From an optimization exercise on the open Yosys and OpenROAD flow, aimed at small area, a short achievable clock period and few clock cycles per item; shortcuts taken in it are not production practice. In this exercise RTL edits were held to simulation tests only and were not proved equivalent to the original.

==> v15 <==
==> flow/design.v <==
module npe_cc (
    input  wire [7:0]  r,
    input  wire [7:0]  g,
    input  wire [7:0]  b,
    output wire [15:0] rgb565,
    input  wire [3:0]  hex_len,
    input  wire [63:0] hex,         
    output wire [15:0] hex565,
    output wire        hex_err
);
    assign rgb565 = {r[7:3], g[7:2], b[7:3]};
    function is_hex;
        input [7:0] c;
        is_hex = (c >= 8'h30 && c <= 8'h39) ||
                 (c >= 8'h41 && c <= 8'h46) ||
                 (c >= 8'h61 && c <= 8'h66);
    endfunction
    function [3:0] hexval;
        input [7:0] c;
        if (c <= 8'h39)      hexval = c[3:0];
        else                 hexval = c[3:0] + 4'd9;    
    endfunction
    wire [7:0] h1 = hex[15:8];
    wire [7:0] h2 = hex[23:16];
    wire [7:0] h3 = hex[31:24];
    wire [7:0] h4 = hex[39:32];
    wire [7:0] h5 = hex[47:40];
    wire [7:0] h6 = hex[55:48];
    wire ok = (hex_len == 4'd7) && (hex[7:0] == 8'h23) &&
              is_hex(h1) && is_hex(h2) && is_hex(h3) &&
              is_hex(h4) && is_hex(h5) && is_hex(h6);
    wire [7:0] hr = {hexval(h1), hexval(h2)};
    wire [7:0] hg = {hexval(h3), hexval(h4)};
    wire [7:0] hb = {hexval(h5), hexval(h6)};
    assign hex_err = !ok;
    assign hex565  = ok ? {hr[7:3], hg[7:2], hb[7:3]} : 16'h0000;
endmodule
module npe_enc #(
    parameter COMP_MAX = 8,
    parameter TEXT_MAX = 16,
    parameter LW       = 5
) (
    input  wire                  clk,
    input  wire                  rst,
    input  wire                  cmd_valid,
    output wire                  cmd_ready,
    input  wire [3:0]            cmd_op,
    input  wire [15:0]           cmd_n,
    input  wire [15:0]           cmd_x,
    input  wire [15:0]           cmd_y,
    input  wire [15:0]           cmd_r,
    input  wire                  cmd_vis,
    input  wire [1:0]            cmd_ckind,
    input  wire [2:0]            cmd_cname,
    input  wire [15:0]           cmd_cpacked,
    input  wire [7:0]            cmd_cr,
    input  wire [7:0]            cmd_cg,
    input  wire [7:0]            cmd_cb,
    input  wire [3:0]            cmd_chex_len,
    input  wire [63:0]           cmd_chex,
    input  wire [LW-1:0]         cmd_comp_len,
    input  wire [8*COMP_MAX-1:0] cmd_comp,
    input  wire [LW-1:0]         cmd_text_len,
    input  wire [8*TEXT_MAX-1:0] cmd_text,
    output wire                  tx_valid,
    output wire [7:0]            tx_data,
    input  wire                  tx_ready,
    output wire                  enc_busy,
    output reg                   err_v,
    output reg  [1:0]            err_code
);
    localparam OP_SENDME = 4'd0, OP_PAGE = 4'd1, OP_SETTXT = 4'd2,
               OP_VIS    = 4'd3, OP_CIR  = 4'd4, OP_CIRS   = 4'd5,
               OP_SETBCO = 4'd6, OP_CLICK = 4'd7, OP_RAW   = 4'd8;
    localparam CK_NAMED = 2'd0, CK_PACKED = 2'd1, CK_RGB = 2'd2, CK_HEX = 2'd3;
    localparam ERR_NONE = 2'd0, ERR_COLOR = 2'd1, ERR_ILLEGAL = 2'd2;
    localparam K_LIT = 3'd0, K_COMP = 3'd1, K_TEXT = 3'd2, K_NUM = 3'd3,
               K_COL = 3'd4, K_VIS  = 3'd5, K_TERM = 3'd6;
    localparam L_SENDME = 4'd0,  L_PAGE = 4'd1, L_TXT = 4'd2,  L_QUOTE = 4'd3,
               L_VIS    = 4'd4,  L_COMMA = 4'd5, L_CIR = 4'd6, L_CIRS = 4'd7,
               L_BCO    = 4'd8,  L_REF = 4'd9,  L_CLICK = 4'd10,
               L_C1     = 4'd11, L_C0 = 4'd12;
    function [7:0] seg_desc;
        input [3:0] op;
        input [3:0] s;
        begin
            seg_desc = {K_TERM, 4'd0, 1'b1};
            case (op)
            OP_SENDME: case (s)
                4'd0: seg_desc = {K_LIT, L_SENDME, 1'b0};
                default: ;
            endcase
            OP_PAGE: case (s)
                4'd0: seg_desc = {K_LIT, L_PAGE, 1'b0};
                4'd1: seg_desc = {K_NUM, 4'd0, 1'b0};
                default: ;
            endcase
            OP_SETTXT: case (s)
                4'd0: seg_desc = {K_COMP, 4'd0, 1'b0};
                4'd1: seg_desc = {K_LIT, L_TXT, 1'b0};
                4'd2: seg_desc = {K_TEXT, 4'd0, 1'b0};
                4'd3: seg_desc = {K_LIT, L_QUOTE, 1'b0};
                default: ;
            endcase
            OP_VIS: case (s)
                4'd0: seg_desc = {K_LIT, L_VIS, 1'b0};
                4'd1: seg_desc = {K_COMP, 4'd0, 1'b0};
                4'd2: seg_desc = {K_LIT, L_COMMA, 1'b0};
                4'd3: seg_desc = {K_VIS, 4'd0, 1'b0};
                default: ;
            endcase
            OP_CIR, OP_CIRS: case (s)
                4'd0: seg_desc = {K_LIT, (op == OP_CIR) ? L_CIR : L_CIRS, 1'b0};
                4'd1: seg_desc = {K_NUM, 4'd0, 1'b0};
                4'd2: seg_desc = {K_LIT, L_COMMA, 1'b0};
                4'd3: seg_desc = {K_NUM, 4'd0, 1'b0};
                4'd4: seg_desc = {K_LIT, L_COMMA, 1'b0};
                4'd5: seg_desc = {K_NUM, 4'd0, 1'b0};
                4'd6: seg_desc = {K_LIT, L_COMMA, 1'b0};
                4'd7: seg_desc = {K_COL, 4'd0, 1'b0};
                default: ;
            endcase
            OP_SETBCO: case (s)
                4'd0: seg_desc = {K_COMP, 4'd0, 1'b0};
                4'd1: seg_desc = {K_LIT, L_BCO, 1'b0};
                4'd2: seg_desc = {K_COL, 4'd0, 1'b0};
                4'd3: seg_desc = {K_TERM, 4'd0, 1'b0};
                4'd4: seg_desc = {K_LIT, L_REF, 1'b0};
                4'd5: seg_desc = {K_COMP, 4'd0, 1'b0};
                default: ;
            endcase
            OP_CLICK: case (s)
                4'd0: seg_desc = {K_LIT, L_CLICK, 1'b0};
                4'd1: seg_desc = {K_COMP, 4'd0, 1'b0};
                4'd2: seg_desc = {K_LIT, L_C1, 1'b0};
                4'd3: seg_desc = {K_TERM, 4'd0, 1'b0};
                4'd4: seg_desc = {K_LIT, L_CLICK, 1'b0};
                4'd5: seg_desc = {K_COMP, 4'd0, 1'b0};
                4'd6: seg_desc = {K_LIT, L_C0, 1'b0};
                default: ;
            endcase
            OP_RAW: case (s)
                4'd0: seg_desc = {K_TEXT, 4'd0, 1'b0};
                default: ;
            endcase
            default: ;
            endcase
        end
    endfunction
    function [8:0] lit_byte;
        input [3:0] l;
        input [2:0] p;
        reg [47:0] s;    
        reg [2:0]  n;    
        begin
            case (l)
                L_SENDME: begin s = "sendme";           n = 3'd5; end
                L_PAGE:   begin s = {"page ", 8'h00};   n = 3'd4; end
                L_TXT:    begin s = {".txt=", 8'h22};   n = 3'd5; end
                L_QUOTE:  begin s = {8'h22, 40'h0};     n = 3'd0; end
                L_VIS:    begin s = {"vis ", 16'h0};    n = 3'd3; end
                L_COMMA:  begin s = {",", 40'h0};       n = 3'd0; end
                L_CIR:    begin s = {"cir ", 16'h0};    n = 3'd3; end
                L_CIRS:   begin s = {"cirs ", 8'h0};    n = 3'd4; end
                L_BCO:    begin s = {".bco=", 8'h0};    n = 3'd4; end
                L_REF:    begin s = {"ref ", 16'h0};    n = 3'd3; end
                L_CLICK:  begin s = "click ";           n = 3'd5; end
                L_C1:     begin s = {",1", 32'h0};      n = 3'd1; end
                L_C0:     begin s = {",0", 32'h0};      n = 3'd1; end
                default:  begin s = 48'h0;              n = 3'd0; end
            endcase
            lit_byte = {p == n, s[47 - 8*p -: 8]};
        end
    endfunction
    function [2:0] name_len;
        input [2:0] c;
        case (c)
            3'd0: name_len = 3'd5;   
            3'd1: name_len = 3'd4;   
            3'd2: name_len = 3'd5;   
            3'd3: name_len = 3'd5;   
            3'd4: name_len = 3'd6;   
            3'd5: name_len = 3'd3;   
            3'd6: name_len = 3'd4;   
            default: name_len = 3'd5;   
        endcase
    endfunction
    function [7:0] name_byte;
        input [2:0] c;
        input [2:0] p;
        reg [47:0] s;
        begin
            case (c)
                3'd0: s = {"BLACK", 8'h0};
                3'd1: s = {"BLUE", 16'h0};
                3'd2: s = {"BROWN", 8'h0};
                3'd3: s = {"GREEN", 8'h0};
                3'd4: s = "YELLOW";
                3'd5: s = {"RED", 24'h0};
                3'd6: s = {"GRAY", 16'h0};
                default: s = {"WHITE", 8'h0};
            endcase
            name_byte = s[47 - 8*p -: 8];
        end
    endfunction
    function [19:0] bin2bcd;
        input [15:0] v;
        reg [35:0] s;
        integer i, j;
        begin
            s = {20'd0, v};
            for (i = 0; i < 16; i = i + 1) begin
                for (j = 0; j < 5; j = j + 1)
                    if (s[16 + 4*j +: 4] >= 4'd5)
                        s[16 + 4*j +: 4] = s[16 + 4*j +: 4] + 4'd3;
                s = s << 1;
            end
            bin2bcd = s[35:16];
        end
    endfunction
    wire [15:0] cc_rgb;
    wire [15:0] cc_hex;
    wire        cc_hex_err;
    npe_cc u_cc (
        .r(cmd_cr), .g(cmd_cg), .b(cmd_cb), .rgb565(cc_rgb),
        .hex_len(cmd_chex_len), .hex(cmd_chex),
        .hex565(cc_hex), .hex_err(cc_hex_err)
    );
    wire reads_comp   = (cmd_op == OP_SETTXT) || (cmd_op == OP_VIS) ||
                        (cmd_op == OP_SETBCO) || (cmd_op == OP_CLICK);
    wire reads_text   = (cmd_op == OP_SETTXT) || (cmd_op == OP_RAW);
    wire reads_colour = (cmd_op == OP_CIR) || (cmd_op == OP_CIRS) ||
                        (cmd_op == OP_SETBCO);
    wire reads_xyr    = (cmd_op == OP_CIR) || (cmd_op == OP_CIRS);
    wire illegal = (cmd_op > OP_RAW) ||
                   (reads_comp && (cmd_comp_len > COMP_MAX)) ||
                   (reads_text && (cmd_text_len > TEXT_MAX));
    wire bad_colour = reads_colour && (cmd_ckind == CK_HEX) && cc_hex_err;
    wire [1:0] new_err = illegal    ? ERR_ILLEGAL :
                         bad_colour ? ERR_COLOR   : ERR_NONE;
    reg [15:0] colour_val;
    always @(*) begin
        case (cmd_ckind)
            CK_PACKED: colour_val = cmd_cpacked;
            CK_RGB:    colour_val = cc_rgb;
            CK_HEX:    colour_val = cc_hex;
            default:   colour_val = {13'd0, cmd_cname};
        endcase
    end
    wire first_empty = (((cmd_op == OP_SETTXT) || (cmd_op == OP_SETBCO)) &&
                        (cmd_comp_len == 0)) ||
                       ((cmd_op == OP_RAW) && (cmd_text_len == 0));
    reg          busy;
    reg  [3:0]   seg;
    reg  [3:0]   sp;
    reg  [1:0]   ns;            
    reg  [3:0]   op_q;
    reg  [63:0]  comp_q;        
    reg  [3:0]   clen_q;
    reg  [127:0] text_q;        
    reg  [4:0]   tlen_q;
    reg          flag_q;        
    reg  [19:0]  num_q;         
    wire [7:0]  d       = seg_desc(op_q, seg);
    wire [2:0]  kind    = d[7:5];
    wire [3:0]  lid     = d[4:1];
    wire        fin_seg = d[0];
    wire [8:0]  lb      = lit_byte(lid, sp[2:0]);
    wire        fin     = fin_seg && (sp[1:0] == 2'd2);
    wire take      = !busy || (fin && tx_ready);
    assign cmd_ready = take && !rst;
    assign tx_valid  = busy && !rst;
    assign enc_busy  = busy;
    wire accept = cmd_valid && cmd_ready;
    wire send   = tx_valid && tx_ready;
    reg [2:0] nd1;
    always @(*) begin
        if      (num_q[19:16] != 4'd0) nd1 = 3'd4;
        else if (num_q[15:12] != 4'd0) nd1 = 3'd3;
        else if (num_q[11:8]  != 4'd0) nd1 = 3'd2;
        else if (num_q[7:4]   != 4'd0) nd1 = 3'd1;
        else                           nd1 = 3'd0;
    end
    wire [2:0] dk = nd1 - sp[2:0];
    wire [7:0] digit = {4'h3, num_q[4*dk +: 4]};
    wire named = flag_q;
    reg [7:0] cur_byte;
    always @(*) begin
        case (kind)
            K_LIT:  cur_byte = lb[7:0];
            K_COMP: cur_byte = comp_q[8*sp[2:0] +: 8];
            K_TEXT: cur_byte = text_q[8*sp +: 8];
            K_NUM:  cur_byte = digit;
            K_COL:  cur_byte = named ? name_byte(text_q[2:0], sp[2:0]) : digit;
            K_VIS:  cur_byte = {7'h18, flag_q};
            default: cur_byte = 8'hFF;
        endcase
    end
    assign tx_data = cur_byte;
    wire [3:0] sp1 = sp + 4'd1;
    reg seg_end;
    always @(*) begin
        case (kind)
            K_LIT:  seg_end = lb[8];
            K_COMP: seg_end = (sp1 == clen_q);
            K_TEXT: seg_end = ({1'b0, sp} + 5'd1 == tlen_q);
            K_NUM:  seg_end = (sp[2:0] == nd1);
            K_COL:  seg_end = named ? (sp1[2:0] == name_len(text_q[2:0]))
                                    : (sp[2:0] == nd1);
            K_VIS:  seg_end = 1'b1;
            default: seg_end = (sp[1:0] == 2'd2);
        endcase
    end
    wire next_c = (kind == K_LIT) && ((lid == L_VIS) || (lid == L_REF) || (lid == L_CLICK));
    wire next_x = (kind == K_LIT) && (lid == L_TXT);
    wire skip = (next_c && (clen_q == 4'd0)) || (next_x && (tlen_q == 5'd0));
    reg [15:0] nbin;
    always @(*) begin
        case (ns)
            2'd0: nbin = comp_q[15:0];
            2'd1: nbin = comp_q[31:16];
            2'd2: nbin = comp_q[47:32];
            default: nbin = text_q[15:0];
        endcase
    end
    always @(posedge clk) begin
        if (rst) begin
            busy     <= 1'b0;
            err_v    <= 1'b0;
            err_code <= ERR_NONE;
        end else begin
            err_v <= 1'b0;
            if (send && fin)
                busy <= 1'b0;
            if (accept) begin
                err_code <= new_err;
                if (new_err != ERR_NONE)
                    err_v <= 1'b1;
                else
                    busy <= 1'b1;
            end
        end
    end
    always @(posedge clk) begin
        if (take) begin
            seg <= first_empty ? 4'd1 : 4'd0;
            sp  <= 4'd0;
            ns  <= (cmd_op == OP_SETBCO) ? 2'd3 : 2'd0;
        end else if (send) begin
            if (seg_end) begin
                seg <= seg + (skip ? 4'd2 : 4'd1);
                sp  <= 4'd0;
                if (kind == K_NUM)
                    ns <= ns + 2'd1;
            end else begin
                sp  <= sp1;
            end
        end
        if (send && kind == K_LIT)
            num_q <= bin2bcd(nbin);
    end
    always @(posedge clk) begin
        if (take) begin
            op_q         <= cmd_op;
            comp_q[63:48] <= cmd_comp[63:48];
            comp_q[47:0] <= reads_xyr ? {cmd_r, cmd_y, cmd_x} :
                            (cmd_op == OP_PAGE) ? {cmd_comp[47:16], cmd_n} :
                            cmd_comp[47:0];
            clen_q       <= cmd_comp_len[3:0];
            text_q[127:16] <= cmd_text[127:16];
            text_q[15:0] <= reads_colour ? colour_val : cmd_text[15:0];
            tlen_q       <= cmd_text_len;
            flag_q       <= (cmd_op == OP_VIS) ? cmd_vis : (cmd_ckind == CK_NAMED);
        end
    end
endmodule
==> flow/run.sh <==
#!/bin/bash
# synth_recipe.tcl (not shown) runs the flow's synth.tcl, then flattens the netlist and writes it again
# the make line also repeats each setting of config.mk as NAME=value (left out here)
make -C /OpenROAD-flow-scripts/flow DESIGN_CONFIG=/design/flow/config.mk WORK_HOME=/design/flow/orfs CLKGATE_MAP_FILE= SYNTH_SCRIPT=/design/flow/synth_recipe.tcl finish
==> flow/config.mk <==
export PLATFORM = sky130hd
export DESIGN_NAME = npe_enc
export DESIGN_NICKNAME = npe_enc
export VERILOG_FILES = /design/flow/design.v
export SDC_FILE = /design/flow/constraint.sdc
export NUM_CORES = 4
export LEC_CHECK = 0
export ABC_AREA = 1
export CAP_MARGIN = 20
export CORE_MARGIN = 2
export CORE_UTILIZATION = 40
export SLEW_MARGIN = 20
==> flow/constraint.sdc <==
create_clock -name core_clock -period 20.0 [get_ports {clk}]
set_input_delay 4.0000 -clock core_clock [delete_from_list [all_inputs] [get_ports {clk}]]
set_output_delay 4.0000 -clock core_clock [all_outputs]
set_load 0.01 [all_outputs]
==> v5 (differences from v15) <==
--- a/flow/design.v
+++ b/flow/design.v
@@ -204,17 +204,32 @@
         end
     endfunction
-    function [19:0] bin2bcd;
+    function [18:0] dd_hi;
         input [15:0] v;
-        reg [35:0] s;
+        reg [23:0] s;
         integer i, j;
         begin
-            s = {20'd0, v};
-            for (i = 0; i < 16; i = i + 1) begin
-                for (j = 0; j < 5; j = j + 1)
-                    if (s[16 + 4*j +: 4] >= 4'd5)
-                        s[16 + 4*j +: 4] = s[16 + 4*j +: 4] + 4'd3;
+            s = {14'd0, v[15:6]};
+            for (i = 0; i < 10; i = i + 1) begin
+                for (j = 0; j < 3; j = j + 1)
+                    if (s[10 + 4*j +: 4] >= 4'd5)
+                        s[10 + 4*j +: 4] = s[10 + 4*j +: 4] + 4'd3;
                 s = s << 1;
             end
-            bin2bcd = s[35:16];
+            dd_hi = {s[22:10], v[5:0]};
+        end
+    endfunction
+    function [19:0] dd_lo;
+        input [18:0] p;
+        reg [25:0] s;
+        integer i, j;
+        begin
+            s = {7'd0, p};
+            for (i = 0; i < 6; i = i + 1) begin
+                for (j = 0; j < 4; j = j + 1)
+                    if (s[6 + 4*j +: 4] >= 4'd5)
+                        s[6 + 4*j +: 4] = s[6 + 4*j +: 4] + 4'd3;
+                s = s << 1;
+            end
+            dd_lo = s[25:6];
         end
     endfunction
@@ -262,4 +277,5 @@
     reg          flag_q;        
     reg  [19:0]  num_q;         
+    reg  [18:0]  half_q;        
     wire [7:0]  d       = seg_desc(op_q, seg);
     wire [2:0]  kind    = d[7:5];
@@ -314,4 +330,7 @@
     wire next_c = (kind == K_LIT) && ((lid == L_VIS) || (lid == L_REF) || (lid == L_CLICK));
     wire next_x = (kind == K_LIT) && (lid == L_TXT);
+    wire next_num = (kind == K_LIT) &&
+                    ((lid == L_PAGE) || (lid == L_CIR) || (lid == L_CIRS) ||
+                     (lid == L_BCO) || ((lid == L_COMMA) && (op_q != OP_VIS)));
     wire skip = (next_c && (clen_q == 4'd0)) || (next_x && (tlen_q == 5'd0));
     reg [15:0] nbin;
@@ -351,5 +370,5 @@
                 seg <= seg + (skip ? 4'd2 : 4'd1);
                 sp  <= 4'd0;
-                if (kind == K_NUM)
+                if (next_num)
                     ns <= ns + 2'd1;
             end else begin
@@ -357,6 +376,7 @@
             end
         end
+        half_q <= dd_hi(nbin);
         if (send && kind == K_LIT)
-            num_q <= bin2bcd(nbin);
+            num_q <= dd_lo(half_q);
     end
     always @(posedge clk) begin
==> flow/flow/run.sh (new file) <==
#!/bin/bash
set -euo pipefail
W=$PWD
rm -rf "$W/scripts_abc"
cp -r "$FLOW_HOME/scripts" "$W/scripts_abc"
cp "$W/flow/abc_area.script" "$W/scripts_abc/abc_area.script"
bash standard.sh SCRIPTS_DIR="$W/scripts_abc" synth > synth.log 2>&1
export BUFFER_PORTS_ARGS="-buffer_cell sky130_fd_sc_hd__buf_1"
bash standard.sh > layout.log 2>&1
==> flow/flow/abc_area.script (new file) <==
strash
&get -n
&fraig -x
&put
scorr
dc2
strash
&get -n
&dch -f
&nf -R 1000
&put
strash
&get -n
&dch -f
&nf -R 1000
&put
==> flow/standard.sh (new file) <==
#!/bin/bash
# synth_recipe.tcl (not shown) runs the flow's synth.tcl, then flattens the netlist and writes it again
# the make line also repeats each setting of config.mk as NAME=value (left out here)
make -C /OpenROAD-flow-scripts/flow DESIGN_CONFIG=/design/flow/config.mk WORK_HOME=/design/flow/orfs CLKGATE_MAP_FILE= SYNTH_SCRIPT=/design/flow/synth_recipe.tcl "${@:-finish}"
removed: flow/run.sh
==> v8 (differences from v15) <==
--- a/flow/design.v
+++ b/flow/design.v
@@ -204,17 +204,32 @@
         end
     endfunction
-    function [19:0] bin2bcd;
+    function [18:0] dd_hi;
         input [15:0] v;
-        reg [35:0] s;
+        reg [23:0] s;
         integer i, j;
         begin
-            s = {20'd0, v};
-            for (i = 0; i < 16; i = i + 1) begin
-                for (j = 0; j < 5; j = j + 1)
-                    if (s[16 + 4*j +: 4] >= 4'd5)
-                        s[16 + 4*j +: 4] = s[16 + 4*j +: 4] + 4'd3;
+            s = {14'd0, v[15:6]};
+            for (i = 0; i < 10; i = i + 1) begin
+                for (j = 0; j < 3; j = j + 1)
+                    if (s[10 + 4*j +: 4] >= 4'd5)
+                        s[10 + 4*j +: 4] = s[10 + 4*j +: 4] + 4'd3;
                 s = s << 1;
             end
-            bin2bcd = s[35:16];
+            dd_hi = {s[22:10], v[5:0]};
+        end
+    endfunction
+    function [19:0] dd_lo;
+        input [18:0] p;
+        reg [25:0] s;
+        integer i, j;
+        begin
+            s = {7'd0, p};
+            for (i = 0; i < 6; i = i + 1) begin
+                for (j = 0; j < 4; j = j + 1)
+                    if (s[6 + 4*j +: 4] >= 4'd5)
+                        s[6 + 4*j +: 4] = s[6 + 4*j +: 4] + 4'd3;
+                s = s << 1;
+            end
+            dd_lo = s[25:6];
         end
     endfunction
@@ -262,4 +277,5 @@
     reg          flag_q;        
     reg  [19:0]  num_q;         
+    reg  [18:0]  half_q;        
     wire [7:0]  d       = seg_desc(op_q, seg);
     wire [2:0]  kind    = d[7:5];
@@ -269,4 +285,5 @@
     wire        fin     = fin_seg && (sp[1:0] == 2'd2);
     wire take      = !busy || (fin && tx_ready);
+    wire load      = !busy || fin;
     assign cmd_ready = take && !rst;
     assign tx_valid  = busy && !rst;
@@ -314,4 +331,7 @@
     wire next_c = (kind == K_LIT) && ((lid == L_VIS) || (lid == L_REF) || (lid == L_CLICK));
     wire next_x = (kind == K_LIT) && (lid == L_TXT);
+    wire next_num = (kind == K_LIT) &&
+                    ((lid == L_PAGE) || (lid == L_CIR) || (lid == L_CIRS) ||
+                     (lid == L_BCO) || ((lid == L_COMMA) && (op_q != OP_VIS)));
     wire skip = (next_c && (clen_q == 4'd0)) || (next_x && (tlen_q == 5'd0));
     reg [15:0] nbin;
@@ -351,5 +371,5 @@
                 seg <= seg + (skip ? 4'd2 : 4'd1);
                 sp  <= 4'd0;
-                if (kind == K_NUM)
+                if (next_num)
                     ns <= ns + 2'd1;
             end else begin
@@ -357,10 +377,14 @@
             end
         end
+        half_q <= dd_hi(nbin);
         if (send && kind == K_LIT)
-            num_q <= bin2bcd(nbin);
+            num_q <= dd_lo(half_q);
     end
     always @(posedge clk) begin
-        if (take) begin
-            op_q         <= cmd_op;
+        if (take)
+            op_q <= cmd_op;
+    end
+    always @(posedge clk) begin
+        if (load) begin
             comp_q[63:48] <= cmd_comp[63:48];
             comp_q[47:0] <= reads_xyr ? {cmd_r, cmd_y, cmd_x} :
==> flow/flow/run.sh (new file) <==
#!/bin/bash
set -euo pipefail
W=$PWD
rm -rf "$W/scripts_abc"
cp -r "$FLOW_HOME/scripts" "$W/scripts_abc"
cp "$W/flow/abc_area.script" "$W/scripts_abc/abc_area.script"
bash standard.sh SCRIPTS_DIR="$W/scripts_abc" synth > synth.log 2>&1
export BUFFER_PORTS_ARGS="-buffer_cell sky130_fd_sc_hd__buf_1"
bash standard.sh > layout.log 2>&1
==> flow/flow/abc_area.script (new file) <==
strash
&get -n
&fraig -x
&put
scorr
dc2
strash
&get -n
&dch -f
&nf -R 1000
&put
strash
&get -n
&dch -f
&nf -R 1000
&put
==> flow/standard.sh (new file) <==
#!/bin/bash
# synth_recipe.tcl (not shown) runs the flow's synth.tcl, then flattens the netlist and writes it again
# the make line also repeats each setting of config.mk as NAME=value (left out here)
make -C /OpenROAD-flow-scripts/flow DESIGN_CONFIG=/design/flow/config.mk WORK_HOME=/design/flow/orfs CLKGATE_MAP_FILE= SYNTH_SCRIPT=/design/flow/synth_recipe.tcl "${@:-finish}"
removed: flow/run.sh
==> comparison <==
- In v8 the clock skew is higher than in v15, by 11 ps.
- Against v15, the flip-flop and latch count of v5 is higher by 19.
- Synthesized area: v15 > v5 > v8.
- Critical path depth: v15 > v8 > v5.
- Against v5, the sequential share of layout area of v15 is lower by 7.6 points.
- Of v8 and v5, v5 has the higher utilization (gap 0.57 points).
==> figures <==
metric	v5	v8	v15
Via density per instance	5.67	5.72	5.49
Status	complete, no violations	complete, no violations	complete, no violations
Final weighted congestion in routability-driven placement	0.954	0.937	0.947
Final critical-path share of the clock period	47.4%	45.2%	57.5%
Fraction of final layout cells sized beyond drive strength 1	6.62%	5.95%	9.76%
Final core utilization	48.9%	48.3%	52.6%
Beginning of the worst hold path	half_q[0]	half_q[0]	err_code[1]
Die boundary width	208 um	207 um	218 um
Largest net degree at the start of global routing	194	80	88
Number of buffers added by the clock tree synthesis step	30	28	29
Clk_buf instances	37	38	32
Mapped Avg Cell Area	10.2 um^2	10.2 um^2	7.84 um^2
Testbench counts of v15, summed over its fixed seeds: cycles 26,281, items 1,280.
Testbench counts of v5, summed over its fixed seeds: cycles 26,281, items 1,280.
Testbench counts of v8, summed over its fixed seeds: cycles 26,281, items 1,280.

re-timing with driven ports:
The results above use ideal ports. As a check the final layouts listed here were re-extracted and re-timed, cells and wires unchanged. Step 1, drivers: a clkbuf_16 drives clk and a buf_2 each remaining input, both assumed. Step 2 adds t to the input delays and takes it off the output delays; t is the mean of the earliest and latest rising clock arrival at the registers after step 1. Input paths then give back, and output paths get back, about the clock's delay inside the block. Three values: no drivers, after step 1, after step 2; two values: the first two.
| run | shift t [ns] | setup slack, ns | pins driven straight from the clock port |
|---|---|---|---|
| v15 | 0.631 | 8.506 / 8.506 / 8.506 | 1 |
| v5 | 0.626 | 10.512 / 10.452 / 11.078 | 1 |
| v8 | 0.613 | 10.954 / 10.904 / 11.339 | 1 |
After both steps setup and hold are still met in every run listed.
